This design comes from an exercise in tuning for small area on the open sky130 flow, not from production work.
In this exercise RTL edits were held to simulation tests only and were not proved equivalent to the original.
Power figures rest on the tool's default switching activity, not on a simulated workload.

==> design/flow/design.v <==
module ppk_sfe (
    input  wire        clk,
    input  wire        rst,           
    input  wire        cmd_valid,
    output wire        cmd_ready,
    input  wire [2:0]  cmd_op,
    input  wire        cmd_xvalid,
    input  wire [31:0] cmd_x,
    input  wire [31:0] cmd_word,
    output reg         ev_valid,
    output reg  [1:0]  ev_kind,       
    output wire [31:0] ev_cur,
    output wire [7:0]  ev_bits,
    output reg         done,
    output wire [13:0] res_raw_adc,
    output wire [2:0]  res_range,
    output wire [5:0]  res_counter,
    output wire [7:0]  res_digital,
    output wire [15:0] res_adc4,
    output wire [2:0]  res_rangec,
    output wire        res_yvalid,
    output wire [31:0] res_y,
    output wire [31:0] loss_count
);
    localparam [2:0] OP_DEC = 3'd0, OP_FLT = 3'd1, OP_TRK = 3'd2,
                     OP_SMP = 3'd3, OP_RSTL = 3'd4, OP_START = 3'd5;
    localparam [1:0] EV_SAMPLE = 2'd0, EV_PLACEHOLDER = 2'd1, EV_DIAG = 2'd2;
    localparam [3:0] S_IDLE  = 4'd0,  S_RSTW = 4'd1,  S_DISP = 4'd2,
                     S_FAST  = 4'd3,  S_SLOW = 4'd4,  S_YCPY = 4'd5,
                     S_TDEC  = 4'd6,  S_PUSH = 4'd7,  S_LADD = 4'd8,
                     S_LSAT  = 4'd9,  S_PH   = 4'd10, S_SCAN = 4'd11,
                     S_XFER  = 4'd12, S_END  = 4'd13;
    reg [4:0] ph;
    reg [3:0] st;
    reg       w2;                  
    wire      ph31 = (ph == 5'd31);
    wire      ph0  = (ph == 5'd0);
    wire      lo8  = (ph[4:3] == 2'd0);
    assign cmd_ready = (st == S_IDLE) && ph31;
    wire take = cmd_valid && cmd_ready;
    reg [2:0]  op;
    reg        xv;
    reg [13:0] w_adc;
    reg [2:0]  w_rng;
    reg [5:0]  w_ctr;
    reg [31:0] R;                  
    reg [7:0]  D;                  
    wire [2:0] rc = (w_rng > 3'd4) ? 3'd4 : w_rng;
    assign ev_cur      = R;
    assign res_y       = R;
    assign ev_bits     = D;
    assign res_digital = D;
    assign res_raw_adc = w_adc;
    assign res_range   = w_rng;
    assign res_counter = w_ctr;
    assign res_adc4    = {w_adc, 2'b00};
    assign res_rangec  = rc;
    reg        finit;
    reg [2:0]  prev_range;
    reg [1:0]  guard;              
    reg [31:0] fast, slow;
    reg        synced;
    reg [5:0]  E;                  
    reg [31:0] L;                  
    reg [2:0]  plen;
    reg [31:0] PC0, PC1, PC2, PC3, PC4;
    reg [7:0]  PB0, PB1, PB2, PB3, PB4;
    reg [5:0]  PT0, PT1, PT2, PT3, PT4;
    assign loss_count = L;
    reg [5:0]  K;                  
    reg [2:0]  j;                  
    reg [2:0]  k1;                 
    reg [2:0]  nem;                
    wire       changed = finit && (prev_range != rc);
    wire       gact    = changed || (guard != 2'd0);
    wire       hold    = gact && (rc == 3'd4) && (changed || guard[1]);
    wire       y_slow  = (rc == 3'd4);
    wire [1:0] guard_n = changed ? 2'd2 : (gact ? guard - 2'd1 : guard);
    wire ema_on = (st == S_FAST) || (st == S_SLOW);
    wire isfast = (st == S_FAST);
    wire hi18   = (ph >= 5'd18);
    wire act    = ema_on && (w2 || hi18);                   
    wire t13    = ema_on && !w2 && ph31;
    wire tsgn   = w2 && hi18;                               
    reg  dsg;                      
    reg  cd, c3, c1, c2, cv, cf;
    reg  dd;
    reg  [10:1] el;
    wire p0  = isfast ? fast[0]  : slow[0];
    wire p14 = isfast ? fast[14] : slow[14];
    wire xb  = R[14];
    wire pb  = p14;
    wire dsum = tsgn ? dsg : (xb ^ ~pb ^ cd);
    wire d    = act & dsum;
    wire d2   = isfast & dd;
    wire e    = d ^ d2 ^ c3;
    wire s1   = e ^ el[3] ^ c1;
    wire s2   = s1 ^ el[5] ^ c2;
    wire V    = el[10] ^ ~s2 ^ cv;
    wire rf   = p0 ^ V ^ cf;
    wire res  = finit ? rf : R[0];
    always @(posedge clk) begin
        cd <= act ? ((xb & ~pb) | (xb & cd) | (~pb & cd)) : 1'b1;
        c3 <= act ? ((d & d2) | (d & c3) | (d2 & c3)) : 1'b0;
        c1 <= act ? ((e & el[3]) | (e & c1) | (el[3] & c1)) : 1'b0;
        c2 <= act ? ((s1 & el[5]) | (s1 & c2) | (el[5] & c2)) : 1'b0;
        cv <= act ? ((el[10] & ~s2) | (el[10] & cv) | (~s2 & cv)) : 1'b1;
        cf <= t13 ? V : ((p0 & V) | (p0 & cf) | (V & cf));
        dd <= d;
        el <= {el[9:1], e};
        if (!tsgn) dsg <= xb ^ ~pb ^ ((xb & ~pb) | (xb & cd) | (~pb & cd));
    end
    wire [5:0] missing = w_ctr - E;
    wire       c_eq    = (missing == 6'd0);
    reg  lc, old_lt, new_lt;
    wire mbit  = (ph < 5'd6) && missing[ph[2:0]];
    wire lcin  = ph0 ? 1'b0 : lc;
    wire lsum  = L[0] ^ mbit ^ lcin;
    wire lco   = (L[0] & mbit) | (L[0] & lcin) | (mbit & lcin);
    wire kbit  = (ph < 5'd9) && (9'b111110100 >> ph[3:0]) & 1'b1;
    wire olt_i = ph0 ? 1'b0 : old_lt;
    wire nlt_i = ph0 ? 1'b0 : new_lt;
    wire diag  = old_lt && !new_lt;
    reg [5:0] pt_j;
    always @* begin
        case (j)
        3'd0: pt_j = PT0;
        3'd1: pt_j = PT1;
        3'd2: pt_j = PT2;
        3'd3: pt_j = PT3;
        default: pt_j = PT4;
        endcase
    end
    wire hit   = (j < plen) && (pt_j == K);
    wire first = (nem == 3'd0);
    wire       fin = (st == S_END) && (nem != 3'd0);    
    wire [2:0] src = fin ? k1 : j;
    reg pc_src, pb_src;
    always @* begin
        case (src)
        3'd0: begin pc_src = PC0[0]; pb_src = PB0[0]; end
        3'd1: begin pc_src = PC1[0]; pb_src = PB1[0]; end
        3'd2: begin pc_src = PC2[0]; pb_src = PB2[0]; end
        3'd3: begin pc_src = PC3[0]; pb_src = PB3[0]; end
        default: begin pc_src = PC4[0]; pb_src = PB4[0]; end
        endcase
    end
    wire xfer = (st == S_XFER) || fin;
    wire r_top = (st == S_YCPY) ? (y_slow ? slow[0] : fast[0]) :
                 xfer           ? pc_src : R[0];
    wire d_top = (xfer && lo8) ? pb_src : D[0];
    always @(posedge clk) begin
        if (take) begin
            R <= cmd_x;
            D <= cmd_word[31:24];
        end else begin
            R <= {r_top, R[31:1]};
            D <= {d_top, D[7:1]};
        end
    end
    wire fast_wr = (st == S_FAST) && w2;
    wire slow_wr = (st == S_SLOW) && w2;
    always @(posedge clk) begin
        fast <= {fast_wr ? res : fast[0], fast[31:1]};
        slow <= {slow_wr ? res : slow[0], slow[31:1]};
    end
    reg l_top;
    always @* begin
        case (st)
        S_RSTW, S_DISP: l_top = (st == S_RSTW) || (op == OP_RSTL) || (op == OP_START) ? 1'b0 : L[0];
        S_LADD:         l_top = lsum;
        S_LSAT:         l_top = 1'b1;
        default:        l_top = L[0];
        endcase
    end
    always @(posedge clk) L <= {l_top, L[31:1]};
    wire swap = (st == S_XFER) && first;
    wire [4:0] pwr;
    assign pwr[0] = ((st == S_PUSH) && plen == 3'd0) || (swap && j == 3'd0);
    assign pwr[1] = ((st == S_PUSH) && plen == 3'd1) || (swap && j == 3'd1);
    assign pwr[2] = ((st == S_PUSH) && plen == 3'd2) || (swap && j == 3'd2);
    assign pwr[3] = ((st == S_PUSH) && plen == 3'd3) || (swap && j == 3'd3);
    assign pwr[4] = ((st == S_PUSH) && plen == 3'd4) || (swap && j == 3'd4);
    always @(posedge clk) begin
        PC0 <= {pwr[0] ? R[0] : PC0[0], PC0[31:1]};
        PC1 <= {pwr[1] ? R[0] : PC1[0], PC1[31:1]};
        PC2 <= {pwr[2] ? R[0] : PC2[0], PC2[31:1]};
        PC3 <= {pwr[3] ? R[0] : PC3[0], PC3[31:1]};
        PC4 <= {pwr[4] ? R[0] : PC4[0], PC4[31:1]};
        PB0 <= {(pwr[0] && lo8) ? D[0] : PB0[0], PB0[7:1]};
        PB1 <= {(pwr[1] && lo8) ? D[0] : PB1[0], PB1[7:1]};
        PB2 <= {(pwr[2] && lo8) ? D[0] : PB2[0], PB2[7:1]};
        PB3 <= {(pwr[3] && lo8) ? D[0] : PB3[0], PB3[7:1]};
        PB4 <= {(pwr[4] && lo8) ? D[0] : PB4[0], PB4[7:1]};
    end
    wire filt = ((op == OP_FLT) || (op == OP_SMP)) && xv;
    wire trk  = (op == OP_TRK) || (op == OP_SMP);
    assign res_yvalid = filt;
    wire       ph_ev   = (st == S_PH) && (diag || (!c_eq && synced));
    wire       j_adv   = (st == S_XFER) ? ph31 : ((st == S_SCAN) && (nem != plen) && !hit);
    wire [1:0] guard_u = gact ? guard_n : guard;
    always @(posedge clk) begin
        ph       <= ph + 5'd1;
        done     <= ph31 && ((st == S_END) || (st == S_PUSH));
        ev_valid <= (ph31 && (((st == S_END) && trk) || (st == S_XFER))) || ph_ev;
        ev_kind  <= (st == S_PH) ? (diag ? EV_DIAG : EV_PLACEHOLDER)
                                 : ((st == S_END && !xv) ? EV_PLACEHOLDER : EV_SAMPLE);
        lc <= lco;
        if (st == S_LADD) begin
            old_lt <= L[0] ? (kbit & olt_i) : (kbit | olt_i);
            new_lt <= lsum ? (kbit & nlt_i) : (kbit | nlt_i);
        end
        if (take) begin
            op    <= cmd_op;
            xv    <= cmd_xvalid;
            w_adc <= cmd_word[13:0];
            w_rng <= cmd_word[16:14];
            w_ctr <= cmd_word[23:18];
        end
        if (j_adv) begin
            if (j == 3'd4) begin
                j <= 3'd0;
                K <= K + 6'd1;
            end else begin
                j <= j + 3'd1;
            end
        end
        if (!rst && st == S_PH) begin
            if (diag)
                old_lt <= 1'b0;
            else if (!c_eq)
                E <= E + 6'd1;
        end
        if (rst) begin
            st     <= S_RSTW;
            ph     <= 5'd0;
            finit  <= 1'b0;
            guard  <= 2'd0;
            synced <= 1'b0;
            plen   <= 3'd0;
            nem    <= 3'd0;
            E      <= 6'd0;
            done     <= 1'b0;
            ev_valid <= 1'b0;
        end else if (ph31) begin
            case (st)
            S_IDLE: begin
                if (cmd_valid) st <= S_DISP;
            end
            S_RSTW: st <= S_IDLE;
            S_DISP: begin
                w2 <= 1'b0;
                if (filt)
                    st <= hold ? S_YCPY : S_FAST;
                else if (trk && xv)
                    st <= S_TDEC;
                else
                    st <= S_END;
                if (op == OP_RSTL || op == OP_START) begin
                    synced <= 1'b0;
                    plen   <= 3'd0;
                end
                if (op == OP_START) begin
                    finit <= 1'b0;
                    guard <= 2'd0;
                end
            end
            S_FAST, S_SLOW: begin
                w2 <= !w2;
                if (w2) begin
                    if (st == S_FAST) begin
                        st <= S_SLOW;
                    end else if (gact) begin
                        st <= S_YCPY;
                    end else begin
                        finit      <= 1'b1;
                        prev_range <= rc;
                        st         <= trk ? S_TDEC : S_END;
                    end
                end
            end
            S_YCPY: begin
                finit      <= 1'b1;
                prev_range <= rc;
                guard      <= guard_u;
                st         <= trk ? S_TDEC : S_END;
            end
            S_TDEC: begin
                if (!synced) begin
                    old_lt <= 1'b0;
                    st     <= S_PH;
                end else if (c_eq) begin
                    j   <= 3'd0;
                    st  <= (plen == 3'd0) ? S_END : S_SCAN;
                end else if (plen != 3'd5) begin
                    st <= S_PUSH;
                end else begin
                    st <= S_LADD;
                end
            end
            S_PUSH: begin
                case (plen)
                3'd0: PT0 <= w_ctr;
                3'd1: PT1 <= w_ctr;
                3'd2: PT2 <= w_ctr;
                3'd3: PT3 <= w_ctr;
                default: PT4 <= w_ctr;
                endcase
                if (plen == 3'd0) K <= E;
                plen <= plen + 3'd1;
                E    <= E + 6'd1;
                st   <= S_IDLE;
            end
            S_LADD: st <= lco ? S_LSAT : S_PH;
            S_LSAT: st <= S_PH;
            S_PH: begin
                if (!diag && c_eq) begin
                    plen   <= 3'd0;
                    synced <= 1'b1;
                    st     <= S_END;
                end
            end
            S_SCAN: begin
                if (nem == plen) begin
                    plen <= 3'd0;
                    st   <= S_END;
                end else if (hit) begin
                    st <= S_XFER;
                end
            end
            S_XFER: begin
                if (first) k1 <= j;
                nem <= nem + 3'd1;
                st  <= S_SCAN;
            end
            S_END: begin
                if (trk && xv) E <= E + 6'd1;
                nem <= 3'd0;
                st  <= S_IDLE;
            end
            default: st <= S_IDLE;
            endcase
        end
    end
endmodule
==> design/flow/flow/run.sh <==
#!/bin/bash
set -euo pipefail
export BUFFER_PORTS_ARGS="-buffer_cell sky130_fd_sc_hd__buf_1"
export CTS_ARGS="-sink_clustering_enable -repair_clock_nets -dont_use_dummy_load -buf_list sky130_fd_sc_hd__clkbuf_8 -sink_clustering_size 12 -sink_clustering_max_diameter 50"
bash standard.sh > standard.log 2>&1
==> design/flow/standard.sh <==
#!/bin/bash
# synth_recipe.tcl (not shown) runs the flow's synth.tcl, then flattens the netlist and writes it again
# the make line also repeats each setting of config.mk as NAME=value (left out here)
make -C /OpenROAD-flow-scripts/flow DESIGN_CONFIG=/design/flow/config.mk WORK_HOME=/design/flow/orfs CLKGATE_MAP_FILE= SYNTH_SCRIPT=/design/flow/synth_recipe.tcl "${@:-finish}"
==> design/flow/config.mk <==
export PLATFORM = sky130hd
export DESIGN_NAME = ppk_sfe
export DESIGN_NICKNAME = ppk_sfe
export VERILOG_FILES = /design/flow/design.v
export SDC_FILE = /design/flow/constraint.sdc
export NUM_CORES = 4
export LEC_CHECK = 0
export CAP_MARGIN = 20
export CORE_MARGIN = 2
export CORE_UTILIZATION = 40
export PLACE_DENSITY = 0.6
export SLEW_MARGIN = 20
==> design/flow/constraint.sdc <==
create_clock -name core_clock -period 11.0 [get_ports {clk}]
set_input_delay 2.2000 -clock core_clock [delete_from_list [all_inputs] [get_ports {clk}]]
set_output_delay 2.2000 -clock core_clock [all_outputs]
set_load 0.01 [all_outputs]
==> results_dict.tcl, run 1 <==
set metrics [dict create \
    drv_cap 0 \
    swShare 0.1982 \
    ant_nets 0 \
    finalCriticalPeriod_ns 5.601 \
    timing.rr.end "fast[31]" \
    cts_root_buf "clkbuf_8" \
    port_buffers 227 \
    start_util 0.4062 \
    crit_slowest_cell "dfxtp_1" \
    avgSynthCellArea_um2 12.33 \
    drt_wl_total_um 26770 \
    core_um2 34540 \
    ff2ff_setup_slack_ns 5.40 \
    cts_tree "yes" \
    post_drt_wl_per_cell_um 14.99 \
    worstSkewPairLatency_ns 0.64 \
    crit_fanout 21 \
    num_rows 68 \
    reg2reg_depth 15 \
    antenna_found_initial 0 \
    synthFlopType "dfxtp_1" \
    fmax_mhz 178.5 \
    max_stage_delay_ns 0.75 \
    synthCells 1138 \
    num_vias 8270 \
    cp_cell_sequence "nand2_1, nor3_1, buf_4, mux2_2, fa_1, a211oi_1, fa_1, fa_1, inv_1, fa_1, fa_1, inv_1, fa_1, a21oi_1, mux2_2" \
    p_leak_nw 5.910 \
    ys_ff_latch 459 \
    cts_resized 0 \
    cts_buffer_depth 3 \
    grt_setup_unrepaired "false" \
    ff_latch_area_um2 9849 \
    grt_max_degree 63 \
    drive_gt1_frac 0.06386 \
    arrival_ns 6.09 \
    multi_input_area_um2 3491 \
    globalplace.congestion 0.8824 \
    first_iter_violations 394 \
    p_clk_frac 0.346 \
    cpMostUsedCell "fa_1" \
    die_x_um 191.3 \
    grt_usage 0.1488 \
    hold_depth 0 \
    worst-setup-path-type "reg -> reg" \
    place_area_um2 14930 \
    syn_to_final_growth_pct 11.32 \
    setup_viol 0 \
    synthArstFlopShare 0 \
    nets 1439 \
    diodes 0 \
    power_density_nw_per_um2 168.5 \
    h-tree-depth 2 \
    cts_sinks 459 \
    min_to "fast[29]" \
    dieArea_um2 36590 \
    fillCellCount 3263 \
    clk_pin_slew_worst_paths_ns 0.08 \
    worst_setup_path_start_kind "flip-flop" \
    grt_pass1_vias 8121 \
    reg2reg_from "st[1]" \
    min_from "fast[30]" \
    p_switching_w 0.0005215 \
    vdd_drop_max_mv 0.1169 \
    synth.distinct_cells 70 \
    hold_violations 0 \
    grt_pass1_wl_um 42520 \
    tightest_slew_ns 1.014 \
    sequentialPowerShare 0.646 \
    cp-end-kind "flip-flop" \
    final_area_um2 15620 \
    route.detailed.drc 0 \
    setup_tns_ns 0 \
    yosysWarnings 1 \
    crit_required_ns 11.49 \
    hp-class "reg -> reg" \
    ios 231 \
    seq_area_frac_synth 0.7020 \
    cts_inserted_buffers 50 \
    slew_headroom 0.3186 \
    clock_skew_ns 0.08224 \
    synth_edf_count 66 \
    avgViaCountPerCell 4.630 \
    postCtsSetupBuffers 0 \
    dr.pass1.iters 5 \
    status "complete, no violations" \
    hpwl_um 18180 \
    syn_area_um2 14030 \
    internal_power_w 0.002110 \
    die_h_um 191.3 \
    fin_crit_sh 0.5092 \
    final_max_slew_viol_count 0 \
    overflow 0 \
    ctsHoldBuffers 0 \
    p_comb_frac 0.009 \
]
-- power groups by stage --
stage / Combinational (W) / Sequential, W / Clock [W]
6_report: 0.0000224 / 0.00170 / 0.000910
5_1_grt: 0.0000257 / 0.00170 / 0.00103
4_1_cts: 0.0000226 / 0.00170 / 0.000962
3_5_place_dp: 0.0000221 / 0.00174 / 0
3_3_place_gp: 0.0000218 / 0.00174 / 0
2_1_floorplan: 0.0000112 / 0.00174 / 0
-- area by class of cell --
cell class                 count  share of cell area
clock buffer                  50             0.04406
inverter                      35            0.008411
multi-input combinational    555              0.2235
sequential                   459              0.6306
tap                          455             0.03645
timing repair buffer         232             0.05696
-- worst max-delay path by stage --
stage	startpoint	end	slack (ns)	depth (start not counted)
after floorplan	st[1]	fast[31]	5.73	15
after global placement	st[1]	fast[31]	5.51	15
after detailed placement	st[1]	slow[31]	5.43	15
after CTS	st[1]	fast[31]	5.40	15
after global routing	st[1]	slow[31]	5.13	15
final	st[1]	fast[31]	5.40	15
-- metal layers --
metal | vias to the layer above | track usage | routed length [µm] | part of all wire
li1 | 4104 | - | - | -
met1 | 3842 | 0.2005 | 12510 | 0.47
met2 | 267 | 0.2312 | 11860 | 0.44
met3 | 57 | 0.03800 | 1634 | 0.061
met4 | 0 | 0.05385 | 761 | 0.028
met5 | - | 0 | 0 | 0
-- metrics by stage --
step	util	cells	hold WS [ns]	setup WS [ns]	power (W)
after floorplan	-	1139	0.3096	5.726	0.001747
after global placement	0.4322	1736	0.3095	5.509	0.001759
after detailed placement	0.4322	1736	0.3121	5.427	0.001759
after CTS	0.4522	1786	0.2752	5.395	0.002684
after global routing	0.4522	1786	0.2748	5.125	0.002753
final	0.4522	1786	0.2830	5.399	0.002632
-- sequential cells by signal, summed over array words and instances, names as in the netlist, 32 cells and up --
name and flops:
PC1 32, PC4 32, PC0 32, R 32
L 32, PC2 32, fast 32, slow 32
PC3 32
-- cells in the mapped netlist, types with 5 or more instances --
| master | instances | area (µm²) |
|---|---|---|
| mux2_2 | 14 | 157.7 |
| xor2_1 | 12 | 105.1 |
| buf_4 | 58 | 435.4 |
| clkbuf_1 | 22 | 82.58 |
| nand3_1 | 18 | 90.09 |
| nor2_1 | 55 | 206.5 |
| ha_1 | 26 | 325.3 |
| o21ai_0 | 29 | 145.1 |
| nor2b_1 | 13 | 81.33 |
| and3_1 | 7 | 43.79 |
| a211oi_1 | 5 | 37.54 |
| and2_1 | 6 | 37.54 |
| nor3_1 | 16 | 80.08 |
| mux2i_1 | 24 | 240.2 |
| o211ai_1 | 7 | 52.55 |
| dfxtp_1 | 393 | 7868 |
| a31oi_1 | 6 | 37.54 |
| nand2b_1 | 8 | 50.05 |
| inv_1 | 34 | 127.6 |
| or3_1 | 5 | 31.28 |
| a222oi_1 | 6 | 60.06 |
| edfxtp_1 | 66 | 1982 |
| a21oi_1 | 32 | 160.2 |
| xnor2_1 | 11 | 96.34 |
| fa_1 | 9 | 180.2 |
| nand2_1 | 172 | 645.6 |
| nand4_1 | 6 | 37.54 |
| buf_2 | 5 | 25.02 |
-- critical path: cells and delay by family (launching register included) --
kind	cells	cell delay, ns
muxes	2	0.63
AOI/OAI and AO/OA	2	0.44
and+or+nand+nor	2	0.46
buffers and inverters	3	0.30
adders and majority gates	6	2.91
DFF	1	0.75
-- cells by family after synthesis --
family | after synthesis | share of synthesized area
muxes | 38 | 0.02836
and+or+nand+nor | 328 | 0.1061
DFF | 459 | 0.7020
other | 1 | 0.0002673
AOI/OAI and AO/OA | 128 | 0.06269
buffers and inverters | 125 | 0.04949
adders and majority gates | 36 | 0.03674
xor gates and xnor gates | 23 | 0.01436
-- cell usage in the layout (no fill, tap or decap), drive strengths merged, types with 3 or more instances in the layout --
cell,n
and3,7
or3,5
clkbuf,50
nand3,19
a22o,4
edfxtp,66
nor3,17
inv,35
nand2,172
a21o,3
nor3b,3
buf,232
o211ai,7
fa,9
nand2b,8
a22oi,4
xnor2,11
mux2i,24
nand3b,4
a211oi,5
o21ai,30
mux2,14
a21oi,34
o31ai,3
or2,4
and2,6
nor2b,13
nor2,55
a222oi,6
xor2,12
a31oi,6
ha,26
dfxtp,393
o22ai,4
nand4,6
==> run 2, diff against run 1 <==
--- a/design/flow/design.v
+++ b/design/flow/design.v
@@ -147,15 +147,12 @@
     end
     wire xfer = (st == S_XFER) || fin;
-    wire r_top = (st == S_YCPY) ? (y_slow ? slow[0] : fast[0]) :
+    wire idle  = (st == S_IDLE);
+    wire r_top = idle ? 1'b0 :
+                 (st == S_YCPY) ? (y_slow ? slow[0] : fast[0]) :
                  xfer           ? pc_src : R[0];
-    wire d_top = (xfer && lo8) ? pb_src : D[0];
+    wire d_top = idle ? 1'b0 : (xfer && lo8) ? pb_src : D[0];
     always @(posedge clk) begin
-        if (take) begin
-            R <= cmd_x;
-            D <= cmd_word[31:24];
-        end else begin
-            R <= {r_top, R[31:1]};
-            D <= {d_top, D[7:1]};
-        end
+        R <= {r_top, R[31:1]} | ({32{take}} & cmd_x);
+        D <= {d_top, D[7:1]}  | ({8{take}} & cmd_word[31:24]);
     end
     wire fast_wr = (st == S_FAST) && w2;
@@ -170,5 +167,5 @@
         S_RSTW, S_DISP: l_top = (st == S_RSTW) || (op == OP_RSTL) || (op == OP_START) ? 1'b0 : L[0];
         S_LADD:         l_top = lsum;
-        S_LSAT:         l_top = 1'b1;
+        S_PH:           l_top = L[0] | (lc & synced);    
         default:        l_top = L[0];
         endcase
@@ -206,5 +203,5 @@
         ev_kind  <= (st == S_PH) ? (diag ? EV_DIAG : EV_PLACEHOLDER)
                                  : ((st == S_END && !xv) ? EV_PLACEHOLDER : EV_SAMPLE);
-        lc <= lco;
+        if (st == S_LADD) lc <= lco;    
         if (st == S_LADD) begin
             old_lt <= L[0] ? (kbit & olt_i) : (kbit | olt_i);
@@ -312,6 +309,5 @@
                 st   <= S_IDLE;
             end
-            S_LADD: st <= lco ? S_LSAT : S_PH;
-            S_LSAT: st <= S_PH;
+            S_LADD: st <= S_PH;
             S_PH: begin
                 if (!diag && c_eq) begin
==> design/flow/flow/run.sh (replaced) <==
#!/bin/bash
set -euo pipefail
export BUFFER_PORTS_ARGS="-buffer_cell sky130_fd_sc_hd__buf_1"
export CTS_ARGS="-sink_clustering_enable -repair_clock_nets -dont_use_dummy_load -buf_list sky130_fd_sc_hd__clkbuf_4 -sink_clustering_size 10 -sink_clustering_max_diameter 50"
bash standard.sh > standard.log 2>&1
==> run 2 against run 1 <==
Sequential power hardly changed. Register-to-register slack better by 0.30 ns. Maximum frequency is 5.6% higher. Sequential share of layout area is 1.5 points higher. Sequential cell count stayed put. Via count is 0.28% higher. Final cell count is 2.9% lower. Clock skew is 0.014 ns higher. Non-clock buffer count is 3 lower. Synthesized area is 0.61% lower.
==> results_dict.tcl, run 2 <==
set metrics [dict create \
    synth-simple-area-share 0.07402 \
    drv_cap 0 \
    grt_usage 0.1471 \
    syn_area_um2 13950 \
    ys_ff_latch 459 \
    grt_pass1_wl_um 42430 \
    post_drt_wl_per_cell_um 15.19 \
    cts_resized 0 \
    crit_required_ns 11.67 \
    synthArstFlopShare 0 \
    synth_edf_count 67 \
    dieArea_um2 36370 \
    die_x_um 190.7 \
    synth_top_area_cell "dfxtp_1" \
    synth_top_family_by_area "compound AO/OA/AOI/OAI gates" \
    cp-end-kind "flip-flop" \
    ant_nets 0 \
    synth_common_cells "392 x dfxtp_1, 67 x edfxtp_1, 63 x nor2_1" \
    grt_setup_unrepaired "false" \
    synth_fa_ha_area_frac 0.03625 \
    worstSkewPairLatency_ns 0.79 \
    nets 1386 \
    dr.pass1.iters 7 \
    globalplace.congestion 0.8310 \
    yosysWarnings 1 \
    avgSynthCellArea_um2 12.96 \
    route.detailed.drc 0 \
    avgViaCountPerCell 4.783 \
    synth.distinct_cells 71 \
    num_vias 8293 \
    power_density_nw_per_um2 160.5 \
    synth_area_leaders "dfxtp_1 56%, edfxtp_1 14%, buf_4 3.1%, ha_1 2.3%, a21o_1 2.2%" \
    tightest_slew_ns 1.018 \
    hold_violations 0 \
    grt_max_degree 36 \
    synthCells 1076 \
    synthFlopType "dfxtp_1" \
    first_iter_violations 446 \
    cts_buffer_depth 3 \
    cts_tree "yes" \
    synth_top_area_frac 0.5627 \
    synth_xor_area_frac 0.01310 \
    postCtsSetupBuffers 0 \
    syn_to_final_growth_pct 9.555 \
    num_rows 68 \
    status "complete, no violations" \
    finalCriticalPeriod_ns 5.304 \
    h-tree-depth 2 \
    place_worst_setup_slack_ns 5.638 \
    setup_tns_ns 0 \
    port_buffers 227 \
    synthMuxAreaShare 0.02736 \
    antenna_found_initial 0 \
    synth-compound-area-share 0.09340 \
    slew_headroom 0.3163 \
    layout_common_cells "392 x dfxtp_1, 227 x buf_1, 67 x edfxtp_1" \
    overflow 0 \
    ctsHoldBuffers 0 \
    arrival_ns 5.97 \
    hp-class "reg -> reg" \
    clk_pin_slew_worst_paths_ns 0.11 \
    ios 231 \
    setup_ws_ns 5.696 \
    vdd_drop_max_mv 0.08384 \
    worst-setup-path-type "reg -> reg" \
    drive_gt1_frac 0.06808 \
    hpwl_um 18210 \
    cts_inserted_buffers 56 \
    start_util 0.4047 \
    fmax_mhz 188.5 \
    cts_root_buf "clkbuf_4" \
    grt_pass1_vias 8034 \
    yosysMostFrequentCell "dfxtp_1" \
    finish.utilization 0.4434 \
    seq_area_frac_synth 0.7070 \
    drt_wl_total_um 26340 \
    core_um2 34460 \
    final_max_slew_viol_count 0 \
    clock_skew_ns 0.09636 \
    place_inst 1677 \
    die_h_um 190.7 \
    setup_viol 0 \
    crit_fanout 24 \
    worst_setup_path_start_kind "flip-flop" \
    cts_sinks 459 \
    p_leak_nw 5.918 \
    fillCellCount 3246 \
    final_common_cell "dfxtp_1" \
    fin_cells 1734 \
    fin_crit_sh 0.4822 \
]
run 2: changes by cell type after synthesis, moves of 4 or more:
cell,change
a21o_1,+37
a21oi_1,+11
and2_1,+5
and3_1,+4
mux2i_1,-5
nand2_1,-113
nand2b_1,-5
nand3_1,-4
nor2_1,+8
nor2b_1,-5
nor3_1,-6
nor4_1,+4
o32ai_1,+5
run 2: layer usage:
| layer | vias to the layer above | track usage | wire, µm |
|---|---|---|---|
| met2 | 267 | 0.2208 | 11520 |
| met4 | 0 | 0.04860 | 640 |
| met1 | 3910 | 0.2074 | 12410 |
| met3 | 64 | 0.03699 | 1771 |
| li1 | 4052 | - | - |
| met5 | - | 0 | 0 |
run 2: cells by family (layout without fill, tap and decap cells):
kind of cell / count (synthesis) / after routing
simple gates: 210 / 210
flops: 459 / 459
mux: 35 / 35
buf+inv: 123 / 324
compound gates: 193 / 193
fa+ha+maj: 35 / 35
other cells: 1 / 3
xor+xnor: 20 / 20
run 2: path summary, 6_finish.rpt:
| kind | start | to | slack [ns] | cells after the start |
|---|---|---|---|---|
| worst min register to register | PB1[7] | PB1[6] | 0.27 | 0 |
| worst min-delay path | PB1[7] | PB1[6] | 0.27 | 0 |
| worst max register to register | st[3] | fast[31] | 5.70 | 13 |
| worst max-delay path | st[3] | fast[31] | 5.70 | 13 |
run 2: critical path, stage by stage, from the launching register on:
cell and delay (ns):
dfxtp_1 0.82, nor2_1 0.14, and3_1 0.33, mux2_2 0.33, fa_1 0.44, a211oi_1 0.37, fa_1 0.52, fa_1 0.49
inv_1 0.05, fa_1 0.45, fa_1 0.56, fa_1 0.43, mux2i_1 0.17, a31oi_1 0.10
run 2: where the power goes:
group          internal, W   total, W  switching [W]
logic            0.0000108  0.0000240      0.0000131
registers          0.00170    0.00170     0.00000221
clock network     0.000233   0.000728       0.000495
run 2: metrics by stage:
stage | total power [W] | hold WS (ns) | instance area [µm²]
CTS | 0.002507 | 0.2834 | 15280
detailed placement | 0.001762 | 0.3121 | 14860
floorplan | 0.001750 | 0.3096 | 13950
global placement | 0.001762 | 0.3103 | 14860
finish | 0.002452 | 0.2723 | 15280
global route | 0.002571 | 0.2873 | 15280
run 2: final cells by class:
type                       instances  area [µm²]  share of cell area
timing repair buffer             229       867.1             0.05675
multi-input combinational        495        3413              0.2234
antenna                            1       2.502           0.0001638
inverter                          39       146.4            0.009582
sequential                       459        9859              0.6453
tap                              455       569.3             0.03726
clock buffer                      56       420.4             0.02752
==> run 3, diff against run 2 <==
--- a/design/flow/design.v
+++ b/design/flow/design.v
@@ -29,5 +29,5 @@
                      S_FAST  = 4'd3,  S_SLOW = 4'd4,  S_YCPY = 4'd5,
                      S_TDEC  = 4'd6,  S_PUSH = 4'd7,  S_LADD = 4'd8,
-                     S_LSAT  = 4'd9,  S_PH   = 4'd10, S_SCAN = 4'd11,
+                     S_RWND  = 4'd9,  S_PH   = 4'd10, S_SCAN = 4'd11,
                      S_XFER  = 4'd12, S_END  = 4'd13;
     reg [4:0] ph;
@@ -66,7 +66,6 @@
     reg [31:0] PC0, PC1, PC2, PC3, PC4;
     reg [7:0]  PB0, PB1, PB2, PB3, PB4;
-    reg [5:0]  PT0, PT1, PT2, PT3, PT4;
+    reg [5:0]  PT0, PT1, PT2, PT3, PT4;    
     assign loss_count = L;
-    reg [5:0]  K;                  
     reg [2:0]  j;                  
     reg [2:0]  k1;                 
@@ -113,4 +112,5 @@
     wire [5:0] missing = w_ctr - E;
     wire       c_eq    = (missing == 6'd0);
+    wire [5:0] key     = missing + {3'd0, plen};
     reg  lc, old_lt, new_lt;
     wire mbit  = (ph < 5'd6) && missing[ph[2:0]];
@@ -132,5 +132,5 @@
         endcase
     end
-    wire hit   = (j < plen) && (pt_j == K);
+    wire hit   = (j < plen) && (pt_j == E);
     wire first = (nem == 3'd0);
     wire       fin = (st == S_END) && (nem != 3'd0);    
@@ -167,5 +167,5 @@
         S_RSTW, S_DISP: l_top = (st == S_RSTW) || (op == OP_RSTL) || (op == OP_START) ? 1'b0 : L[0];
         S_LADD:         l_top = lsum;
-        S_PH:           l_top = L[0] | (lc & synced);    
+        S_PH:           l_top = L[0] | lc;    
         default:        l_top = L[0];
         endcase
@@ -194,5 +194,5 @@
     wire trk  = (op == OP_TRK) || (op == OP_SMP);
     assign res_yvalid = filt;
-    wire       ph_ev   = (st == S_PH) && (diag || (!c_eq && synced));
+    wire       ph_ev   = (st == S_PH) && (diag || !c_eq);
     wire       j_adv   = (st == S_XFER) ? ph31 : ((st == S_SCAN) && (nem != plen) && !hit);
     wire [1:0] guard_u = gact ? guard_n : guard;
@@ -218,11 +218,11 @@
             if (j == 3'd4) begin
                 j <= 3'd0;
-                K <= K + 6'd1;
+                E <= E + 6'd1;
             end else begin
                 j <= j + 3'd1;
             end
         end
-        if (!rst && st == S_PH) begin
-            if (diag)
+        if (!rst && (st == S_PH || st == S_RWND)) begin
+            if (st == S_PH && diag)
                 old_lt <= 1'b0;
             else if (!c_eq)
@@ -285,9 +285,13 @@
             S_TDEC: begin
                 if (!synced) begin
-                    old_lt <= 1'b0;
-                    st     <= S_PH;
+                    st <= S_RWND;
                 end else if (c_eq) begin
-                    j   <= 3'd0;
-                    st  <= (plen == 3'd0) ? S_END : S_SCAN;
+                    j <= 3'd0;
+                    if (plen == 3'd0) begin
+                        st <= S_END;
+                    end else begin
+                        E  <= 6'd0;
+                        st <= S_SCAN;
+                    end
                 end else if (plen != 3'd5) begin
                     st <= S_PUSH;
@@ -298,11 +302,10 @@
             S_PUSH: begin
                 case (plen)
-                3'd0: PT0 <= w_ctr;
-                3'd1: PT1 <= w_ctr;
-                3'd2: PT2 <= w_ctr;
-                3'd3: PT3 <= w_ctr;
-                default: PT4 <= w_ctr;
+                3'd0: PT0 <= key;
+                3'd1: PT1 <= key;
+                3'd2: PT2 <= key;
+                3'd3: PT3 <= key;
+                default: PT4 <= key;
                 endcase
-                if (plen == 3'd0) K <= E;
                 plen <= plen + 3'd1;
                 E    <= E + 6'd1;
@@ -310,6 +313,6 @@
             end
             S_LADD: st <= S_PH;
-            S_PH: begin
-                if (!diag && c_eq) begin
+            S_PH, S_RWND: begin
+                if ((st == S_RWND || !diag) && c_eq) begin
                     plen   <= 3'd0;
                     synced <= 1'b1;
@@ -319,6 +322,5 @@
             S_SCAN: begin
                 if (nem == plen) begin
-                    plen <= 3'd0;
-                    st   <= S_END;
+                    st <= S_RWND;
                 end else if (hit) begin
                     st <= S_XFER;
==> run 3 against run 2 <==
Highest routed layer is now met5. Sequential cell count is 6 lower. Sequential power hardly changed. Still clean. Design area is 0.21% higher. Clock skew is 0.052 ns higher. Routed wire length is 3.6% higher. Maximum frequency is 4.6% lower. Die area hardly changed. Synthesized cell count is 0.28% higher. First-iteration DRC count is 6.1% lower. Critical path type unchanged.
==> results_dict.tcl, run 3 <==
set metrics [dict create \
    crit_required_ns 11.60 \
    post_drt_wl_per_cell_um 15.67 \
    crit_fanout 21 \
    place_worst_setup_slack_ns 5.389 \
    reg2reg_depth 14 \
    p_leak_nw 6.006 \
    syn_to_final_growth_pct 9.739 \
    arrival_ns 6.16 \
    worstSkewPairLatency_ns 0.83 \
    ctsHoldBuffers 0 \
    setup_ws_ns 5.442 \
    grt_setup_unrepaired "false" \
    cp-end-kind "flip-flop" \
    worst-setup-path-type "reg -> reg" \
    hold_violations 0 \
    die_x_um 190.8 \
    globalRouteMet2Util 0.2310 \
    syn_area_um2 13950 \
    route.detailed.drc 0 \
    holdWs_ns 0.2312 \
    ys_ff_latch 453 \
    fin_crit_sh 0.5053 \
    place_inst 1683 \
    fmax_mhz 179.9 \
    setup_tns_ns 0 \
    synth_fa_ha_area_frac 0.03946 \
    synth_xor_area_frac 0.01255 \
    die_h_um 190.8 \
    worst_setup_path_start_kind "flip-flop" \
    cts_root_buf "clkbuf_4" \
    status "complete, no violations" \
    ios 231 \
    antenna_found_initial 2 \
    drv_cap 0 \
    synth_common_cells "386 x dfxtp_1, 67 x edfxtp_1, 66 x nor2_1" \
    hold_depth 0 \
    ant_nets 0 \
    cts_buffer_depth 3 \
    cts_inserted_buffers 57 \
    port_buffers 227 \
    dr.pass1.iters 6 \
    yosysMostFrequentCell "dfxtp_1" \
    gr-max-usage-layer "met2" \
    grt_util_met3 0.04177 \
    h-tree-depth 2 \
    avgSynthCellArea_um2 12.93 \
    cts_resized 0 \
    synth-compound-area-share 0.09461 \
    power_density_nw_per_um2 158.6 \
    hp-class "reg -> reg" \
    clock_skew_ns 0.1487 \
    grt_usage 0.1517 \
    synth.distinct_cells 71 \
    tightest_slew_ns 1.068 \
    met1_usage 0.2069 \
    fin_cells 1741 \
    slew_headroom 0.2784 \
    finalCriticalPeriod_ns 5.558 \
    drt_wl_total_um 27290 \
    synth_area_leaders "dfxtp_1 55%, edfxtp_1 14%, buf_4 3.1%, ha_1 2.5%, a21o_1 2.3%" \
    postCtsSetupBuffers 0 \
    cts_sinks 453 \
    finish.utilization 0.4443 \
    avgViaCountPerCell 4.769 \
    synth_edf_count 67 \
    drive_gt1_frac 0.07549 \
    num_rows 68 \
    globalplace.congestion 0.8356 \
    setup_viol 0 \
    vdd_drop_max_mv 0.08676 \
    dieArea_um2 36390 \
    grt_pass1_vias 7945 \
    num_vias 8303 \
    synthArstFlopShare 0 \
    synth_top_family_by_area "compound AO/OA/AOI/OAI gates" \
    final_common_cell "dfxtp_1" \
    nets 1396 \
    grt_pass1_wl_um 42940 \
    synth_top_area_frac 0.5539 \
    start_util 0.4049 \
    synthFlopType "dfxtp_1" \
    core_um2 34460 \
    synthCells 1079 \
    first_iter_violations 419 \
    synth-simple-area-share 0.07676 \
    overflow 0 \
    hpwl_um 18690 \
    grt_max_degree 67 \
    yosysWarnings 1 \
    final_max_slew_viol_count 0 \
    clk_pin_slew_worst_paths_ns 0.10 \
    synth_top_area_cell "dfxtp_1" \
    synthMuxAreaShare 0.02717 \
    seq_area_frac_synth 0.6981 \
    cts_tree "yes" \
    layout_common_cells "386 x dfxtp_1, 227 x buf_1, 67 x edfxtp_1" \
    fillCellCount 3264 \
]
==> run 3: cell count changes in the layout (fill, tap and decap cells not counted), moves of 6 or more <==
cell / previous run / this run
nand2_1: 59 / 49
a21oi_1: 43 / 34
nor2b_1: 8 / 17
o21ai_0: 32 / 23
a31oi_1: 8 / 15
and3_1: 11 / 4
inv_1: 37 / 44
mux2i_1: 19 / 12
dfxtp_1: 392 / 386
nor3_1: 10 / 16
==> run 3: kinds of logic after synthesis <==
group | after synthesis
simple gates | 219
fa+ha+maj | 38
compound gates | 186
xor+xnor | 20
mux | 33
flops | 453
buf+inv | 129
other cells | 1
==> run 3: area by class of cell <==
| type | count | area, µm² | area share |
|---|---|---|---|
| tap | 455 | 569.3 | 0.03718 |
| clock buffer | 57 | 427.9 | 0.02795 |
| multi-input combinational | 498 | 3510 | 0.2292 |
| timing repair buffer | 233 | 897.1 | 0.05859 |
| antenna | 1 | 2.502 | 0.0001634 |
| sequential | 453 | 9739 | 0.6361 |
| inverter | 44 | 165.2 | 0.01079 |
==> run 3: path summary, 6_finish.rpt <==
check                            start  endpoint  slack (ns)
worst max-delay path             st[0]  fast[31]        5.44
worst min-delay path            PB2[3]    PB2[2]        0.23
worst max register to register   st[0]  fast[31]        5.44
worst min register to register  PB2[3]    PB2[2]        0.23
==> run 3: critical path: stages (launching register included) <==
cell and delay, ns:
dfxtp_1 0.75, nand2_1 0.19, nor3_1 0.68, mux2i_1 0.24, fa_1 0.53, mux2i_1 0.06, nor3_1 0.26, fa_1 0.50
fa_1 0.52, fa_1 0.43, fa_1 0.51, inv_1 0.06, fa_1 0.44, mux2i_1 0.19, a31oi_1 0.11
==> run 3: stage by stage <==
stage               instance area (µm²)  power, W
floorplan                         13960  0.001726
global placement                  14880  0.001738
detailed placement                14880  0.001739
CTS                               15300  0.002472
global route                      15310  0.002545
finish                            15310  0.002428
==> run 3: where the power goes <==
part / switching [W] / total, W / internal [W]
Clock: 0.000491 / 0.000727 / 0.000236
Sequential: 0.00000200 / 0.00168 / 0.00168
Combinational: 0.0000126 / 0.0000232 / 0.0000106
Total: 0.000505 / 0.00243 / 0.00192
==> run 3: layer usage <==
| layer | wire length, µm | vias to the layer above | share of wire |
|---|---|---|---|
| met5 | 14 | - | 0.00051 |
| met3 | 1858 | 54 | 0.068 |
| li1 | - | 4061 | - |
| met2 | 11780 | 294 | 0.43 |
| met1 | 12970 | 3892 | 0.48 |
| met4 | 671 | 2 | 0.025 |
==> run 4, diff against run 3 <==
--- a/design/flow/design.v
+++ b/design/flow/design.v
@@ -197,4 +197,14 @@
     wire       j_adv   = (st == S_XFER) ? ph31 : ((st == S_SCAN) && (nem != plen) && !hit);
     wire [1:0] guard_u = gact ? guard_n : guard;
+    wire e_clr = rst || (ph31 && (st == S_TDEC) && synced && c_eq && (plen != 3'd0));
+    wire e_inc = (((st == S_PH) && !diag) || (st == S_RWND)) && !c_eq    
+              || (j_adv && (j == 3'd4))                                  
+              || (ph31 && ((st == S_PUSH) || ((st == S_END) && trk && xv)));
+    always @(posedge clk) begin
+        if (e_clr)
+            E <= 6'd0;
+        else if (e_inc)
+            E <= E + 6'd1;
+    end
     always @(posedge clk) begin
         ph       <= ph + 5'd1;
@@ -218,5 +228,4 @@
             if (j == 3'd4) begin
                 j <= 3'd0;
-                E <= E + 6'd1;
             end else begin
                 j <= j + 3'd1;
@@ -226,6 +235,4 @@
             if (st == S_PH && diag)
                 old_lt <= 1'b0;
-            else if (!c_eq)
-                E <= E + 6'd1;
         end
         if (rst) begin
@@ -237,5 +244,4 @@
             plen   <= 3'd0;
             nem    <= 3'd0;
-            E      <= 6'd0;
             done     <= 1'b0;
             ev_valid <= 1'b0;
@@ -291,5 +297,4 @@
                         st <= S_END;
                     end else begin
-                        E  <= 6'd0;
                         st <= S_SCAN;
                     end
@@ -309,5 +314,4 @@
                 endcase
                 plen <= plen + 3'd1;
-                E    <= E + 6'd1;
                 st   <= S_IDLE;
             end
@@ -333,5 +337,4 @@
             end
             S_END: begin
-                if (trk && xv) E <= E + 6'd1;
                 nem <= 3'd0;
                 st  <= S_IDLE;
==> run 4 against run 3 <==
Clock skew fell by 0.10 ns. Sequential cell count did not move. Synthesized cell count fell by 2.4%. Critical path depth fell by 1. Core utilization fell by 0.23 points. Via count fell by 1.8%. Highest routed layer is now met4. Still clean on timing, DRC and antenna. Non-clock buffer count did not move. Critical path type unchanged. First-iteration DRC count fell by 2.6%. Largest cell class unchanged. Sequential power barely moved. Critical endpoint unchanged. Register-to-register slack got worse by 0.32 ns. Design area fell by 0.77%.
==> results_dict.tcl, run 4 <==
set metrics [dict create \
    status "complete, no violations" \
    cp-end-kind "flip-flop" \
    first_iter_violations 408 \
    syn_area_um2 13890 \
    tightest_slew_ns 0.9380 \
    grt_pass1_wl_um 41670 \
    worstSkewPairLatency_ns 0.68 \
    vdd_drop_max_mv 0.08034 \
    fmax_mhz 170.1 \
    setup_ws_ns 5.121 \
    yosysWarnings 1 \
    grt_setup_unrepaired "false" \
    critical_path_depth 13 \
    synthFlopType "dfxtp_1" \
    p_leak_nw 5.825 \
    worst_setup_path_start_kind "flip-flop" \
    reg2reg_from "st[1]" \
    ff2ff_setup_slack_ns 5.12 \
    crit_start "st[1]" \
    postCtsSetupBuffers 0 \
    start_util 0.4042 \
    antenna_found_initial 1 \
    fin_crit_sh 0.5344 \
    layout_common_cells "386 x dfxtp_1, 227 x buf_1, 67 x edfxtp_1" \
    ant_nets 0 \
    final_common_cell "dfxtp_1" \
    power_density_nw_per_um2 158.1 \
    die_h_um 190.4 \
    endpoint "fast[31]" \
    synth_area_leaders "dfxtp_1 56%, edfxtp_1 14%, buf_4 3.1%, ha_1 2.5%, a21o_1 2.2%" \
    grt_usage 0.1471 \
    setup_viol 0 \
    cts_resized 0 \
    h-tree-depth 2 \
    cpMostUsedCell "fa_1" \
    grt_pass1_vias 7908 \
    cts_inserted_buffers 54 \
    crit_required_ns 11.54 \
    synth_top_area_frac 0.5562 \
    drt_wl_total_um 26730 \
    place_inst 1656 \
    crit_fanout 24 \
    avgSynthCellArea_um2 13.19 \
    finalCriticalPeriod_ns 5.879 \
    seq_area_frac_synth 0.7011 \
    synth.distinct_cells 81 \
    setup_tns_ns 0 \
    drive_gt1_frac 0.08367 \
    yosysMostFrequentCell "dfxtp_1" \
    power_w 0.002402 \
    cts_root_buf "clkbuf_4" \
    clock_skew_ns 0.04680 \
    reg2reg_depth 13 \
    synth_edf_count 67 \
    post_drt_wl_per_cell_um 15.62 \
    synth_top_area_cell "dfxtp_1" \
    drv_cap 0 \
    grt_max_degree 60 \
    synthArstFlopShare 0 \
    port_buffers 227 \
    ys_ff_latch 453 \
    synthCells 1053 \
    avgViaCountPerCell 4.767 \
    crit_slowest_cell "dfxtp_1" \
    arrival_ns 6.42 \
    synth_common_cells "386 x dfxtp_1, 67 x edfxtp_1, 58 x buf_4" \
    cts_buffer_depth 3 \
    finish.utilization 0.4420 \
    hp-class "reg -> reg" \
    cts_sinks 453 \
    max_stage_delay_ns 0.85 \
    hold_violations 0 \
    overflow 0 \
    dieArea_um2 36240 \
    cp_cell_sequence "nand2_1, nor3_1, mux2_2, fa_1, a211oi_1, fa_1, fa_1, inv_1, fa_1, fa_1, fa_1, mux2i_1, a31oi_1" \
    crit_family "adder cells" \
    hpwl_um 18610 \
    route.detailed.drc 0 \
    num_rows 68 \
    place_worst_setup_slack_ns 5.240 \
    core_um2 34370 \
    crit_buf_inv 1 \
    timing.rr.end "fast[31]" \
    nets 1366 \
    die_x_um 190.4 \
    final_max_slew_viol_count 0 \
    syn_to_final_growth_pct 9.367 \
    fin_cells 1711 \
    cts_tree "yes" \
    slew_headroom 0.3733 \
    ctsHoldBuffers 0 \
    num_vias 8156 \
    ios 231 \
    dr.pass1.iters 6 \
    clk_pin_slew_worst_paths_ns 0.11 \
    globalplace.congestion 0.8681 \
    worst-setup-path-type "reg -> reg" \
]
## run 4: worst min path at each step
stage,from,cells after the start,slack (ns),to
floorplan,PB0[1],0,0.31,PB0[0]
global placement,PB3[1],0,0.31,PB3[0]
detailed placement,PC1[4],0,0.31,PC1[3]
CTS,PB0[1],0,0.29,PB0[0]
global route,PB0[1],0,0.29,PB0[0]
finish,PB0[1],0,0.31,PB0[0]
## run 4: stage by stage
stage / instance area [µm²] / hold WS [ns]
after floorplan: 13900 / 0.3096
after global placement: 14780 / 0.3100
after detailed placement: 14780 / 0.3121
after CTS: 15190 / 0.2902
after global routing: 15190 / 0.2934
final: 15190 / 0.3120
## run 4: cells by family (layout without fill, tap and decap cells)
| family | count (synthesis) | count (layout) | synth area share |
|---|---|---|---|
| xor+xnor | 17 | 17 | 0.01126 |
| fa+ha+maj | 39 | 39 | 0.04035 |
| compound gates | 187 | 187 | 0.09511 |
| buf+inv | 121 | 322 | 0.05143 |
| other cells | 1 | 3 | 0.0002699 |
| simple gates | 196 | 196 | 0.07070 |
| mux | 39 | 39 | 0.02981 |
| flops | 453 | 453 | 0.7011 |
## run 4: power by group
| part | total [W] | internal, W | switching, W |
|---|---|---|---|
| logic | 0.0000248 | 0.0000118 | 0.0000130 |
| clock network | 0.000700 | 0.000226 | 0.000475 |
| registers | 0.00168 | 0.00168 | 0.00000201 |
## run 4: layout make-up
class | instances | area (µm²)
flip-flops and latches | 453 | 9739
clock buffers | 54 | 405.4
inverters | 35 | 131.4
well taps | 455 | 569.3
fillers | 3211 | 19180
diodes | 1 | 2.502
multi-input cells | 480 | 3448
repair buffers | 233 | 897.1
## run 4: metal layers
metal	up-vias	global-route usage	wire, µm
met5	-	0	0
met1	3834	0.1907	11810
li1	3968	-	-
met3	55	0.03073	1622
met2	299	0.2380	12350
met4	0	0.06440	943
==> run 5, diff against run 4 <==
--- a/design/flow/design.v
+++ b/design/flow/design.v
@@ -218,11 +218,9 @@
             new_lt <= lsum ? (kbit & nlt_i) : (kbit | nlt_i);
         end
-        if (take) begin
-            op    <= cmd_op;
-            xv    <= cmd_xvalid;
-            w_adc <= cmd_word[13:0];
-            w_rng <= cmd_word[16:14];
-            w_ctr <= cmd_word[23:18];
-        end
+        op    <= (op    & {3{!idle}})  | ({3{take}}  & cmd_op);
+        xv    <= (xv    & !idle)       | (take       & cmd_xvalid);
+        w_adc <= (w_adc & {14{!idle}}) | ({14{take}} & cmd_word[13:0]);
+        w_rng <= (w_rng & {3{!idle}})  | ({3{take}}  & cmd_word[16:14]);
+        w_ctr <= (w_ctr & {6{!idle}})  | ({6{take}}  & cmd_word[23:18]);
         if (j_adv) begin
             if (j == 3'd4) begin
==> run 5 against run 4 <==
Sequential share of layout area fell by 1.3 points. Die area fell by 0.79%. First-iteration DRC count rose by 13%. Clock skew rose by 0.031 ns. Worst hold slack got worse by 0.032 ns. Routed wire length fell by 2.7%. Still clean. Synthesized cell count rose by 3.8%.
==> results_dict.tcl, run 5 <==
set metrics [dict create \
    status "complete, no violations" \
    worst_setup_path_start_kind "flip-flop" \
    post_drt_wl_per_cell_um 14.97 \
    overflow 0 \
    arrival_ns 6.71 \
    avgSynthCellArea_um2 12.61 \
    cts_root_buf "clkbuf_4" \
    setup_ws_ns 4.775 \
    finalCriticalPeriod_ns 6.225 \
    grt_max_degree 53 \
    syn_to_final_growth_pct 9.433 \
    slew_headroom 0.3657 \
    port_buffers 227 \
    ys_ff_latch 453 \
    tightest_slew_ns 0.9471 \
    hp-class "reg -> reg" \
    p_leak_nw 6.000 \
    antenna_found_initial 1 \
    ctsHoldBuffers 0 \
    synth_top_area_frac 0.6000 \
    cts_inserted_buffers 55 \
    synth_edf_count 40 \
    drive_gt1_frac 0.06522 \
    place_worst_setup_slack_ns 4.872 \
    synthArstFlopShare 0 \
    start_util 0.4089 \
    yosysWarnings 1 \
    grt_usage 0.1428 \
    route.detailed.drc 0 \
    yosysMostFrequentCell "dfxtp_1" \
    num_rows 67 \
    h-tree-depth 2 \
    hold_violations 0 \
    fmax_mhz 160.7 \
    vdd_drop_max_mv 0.07545 \
    cts_sinks 453 \
    grt_setup_unrepaired "false" \
    globalplace.congestion 0.8267 \
    worstSkewPairLatency_ns 0.71 \
    setup_viol 0 \
    core_um2 33700 \
    synthCells 1093 \
    fin_crit_sh 0.5659 \
    power_density_nw_per_um2 158.4 \
    final_common_cell "dfxtp_1" \
    postCtsSetupBuffers 0 \
    drv_cap 0 \
    ant_nets 0 \
    clock_skew_ns 0.07734 \
    synth.distinct_cells 63 \
    avgViaCountPerCell 4.767 \
    ios 231 \
    worst-setup-path-type "reg -> reg" \
    synth_area_leaders "dfxtp_1 60%, edfxtp_1 8.7%, buf_4 3.1%, ha_1 2.5%, a21o_1 2.3%" \
    die_h_um 189.6 \
    crit_required_ns 11.48 \
    final_max_slew_viol_count 0 \
    cts_resized 0 \
    syn_area_um2 13780 \
    cts_buffer_depth 3 \
    cp-end-kind "flip-flop" \
    min_from "PC2[17]" \
    crit_fanout 23 \
    grt_pass1_vias 8048 \
    crit_start "st[1]" \
    num_vias 8280 \
    drt_wl_total_um 26010 \
    layout_common_cells "413 x dfxtp_1, 227 x buf_1, 55 x nand2_1, 55 x clkbuf_4, 46 x nor2_1" \
    first_iter_violations 461 \
    cts_tree "yes" \
    grt_pass1_wl_um 41300 \
    reg2reg_from "st[1]" \
    synth_common_cells "413 x dfxtp_1, 57 x buf_4, 55 x nand2_1" \
    clk_pin_slew_worst_paths_ns 0.09 \
    die_x_um 189.6 \
    setup_tns_ns 0 \
    synth_top_area_cell "dfxtp_1" \
    synthFlopType "dfxtp_1" \
    dieArea_um2 35950 \
    hpwl_um 18030 \
    dr.pass1.iters 5 \
    seq_area_frac_synth 0.6871 \
    nets 1399 \
]
[run 5: cell count changes after synthesis, moves of 5 or more]
cell      before  now
dfxtp_1      386  413
a22o_1         2   30
a31oi_1        5   14
o21ai_1        7    2
edfxtp_1      67   40
clkbuf_1      17   26
inv_1         35   42
[run 5: path summary, 6_finish.rpt]
| path | endpoint | cells past startpoint | slack (ns) |
|---|---|---|---|
| min reg2reg | PC2[16] | 0 | 0.28 |
| min | PC2[16] | 0 | 0.28 |
| max | fast[31] | 13 | 4.78 |
| max reg2reg | fast[31] | 13 | 4.78 |
[run 5: cells by family after synthesis]
kind of cell / count (synthesis) / share of synthesized area
flops: 453 / 0.6871
mux: 36 / 0.02751
buf+inv: 133 / 0.05211
simple gates: 199 / 0.07046
compound gates: 217 / 0.1119
xor+xnor: 16 / 0.01071
fa+ha+maj: 38 / 0.03995
other cells: 1 / 0.0002721
[run 5: layer usage]
layer,vias up,wire length (µm),global-route usage
met2,287,11740,0.2303
met1,3848,12030,0.1920
met5,-,0,0
met4,0,592,0.05188
li1,4095,-,-
met3,50,1645,0.02712
[run 5: worst max-delay path, stage by stage (launching register included)]
cell,delay [ns]
dfxtp_1,0.80
nand2_1,0.22
nor3_1,0.66
mux2_2,0.43
fa_1,0.44
a2111oi_0,0.69
fa_1,0.57
fa_1,0.50
inv_1,0.05
fa_1,0.49
fa_1,0.45
fa_1,0.47
mux2i_1,0.17
a31oi_1,0.11
[run 5: area by class of cell]
class	instances	area [µm²]
inverter	42	157.7
antenna	1	2.502
timing repair buffer	230	874.6
tap	448	560.5
clock buffer	55	412.9
sequential	453	9469
multi-input combinational	508	3603
fill	3158	18620
[run 5: metrics by stage]
step                hold WS, ns  utilization  instance area [µm²]  power, W  instances
global route             0.2368       0.4475                15080  0.002500       1737
finish                   0.2798       0.4475                15080  0.002389       1737
global placement         0.3099       0.4350                14660  0.001722       1681
detailed placement       0.3121       0.4350                14660  0.001723       1681
floorplan                0.3096            -                13780  0.001711       1094
CTS                      0.2453       0.4473                15070  0.002431       1736
[run 5: power breakdown]
part	switching [W]	internal, W	leakage, nW
clock	0.000475	0.000229	0.253
sequential	0.00000193	0.00166	3.70
combinational	0.0000123	0.0000106	2.05

separate check: timing with driven ports:
How much do the figures lean on ideal ports? The routed layouts below were timed once more, with nothing changed but the port constraints.
Step 1: set_driving_cell puts a clkbuf_16 on clk and a buf_2 on each other input, an assumption about the parent block.
Step 2, shift: input delay + t, output delay - t, t = (earliest + latest rising clock arrival at the registers) / 2. This alone moves slack from input paths to output paths.
a / b / c = ideal ports / drivers / drivers and shift; a / b = the first two.
run	t, ns	slack for setup (ns)	clock arrival spread, ns	worst slew at a driven data input, ns	pins driven straight from the clock port
run 1	0.641	5.399 / 5.399 / 5.399	0.082 / 0.082	0.04	1
run 2	0.773	5.696 / 5.696 / 5.696	0.096 / 0.097	0.06	1
run 3	0.803	5.442 / 5.442 / 5.442	0.152 / 0.152	0.07	1
run 4	0.703	5.121 / 5.121 / 5.121	0.053 / 0.053	0.07	1
run 5	0.704	4.775 / 4.775 / 4.775	0.106 / 0.106	0.04	1
After both steps setup and hold are still met in every run listed.
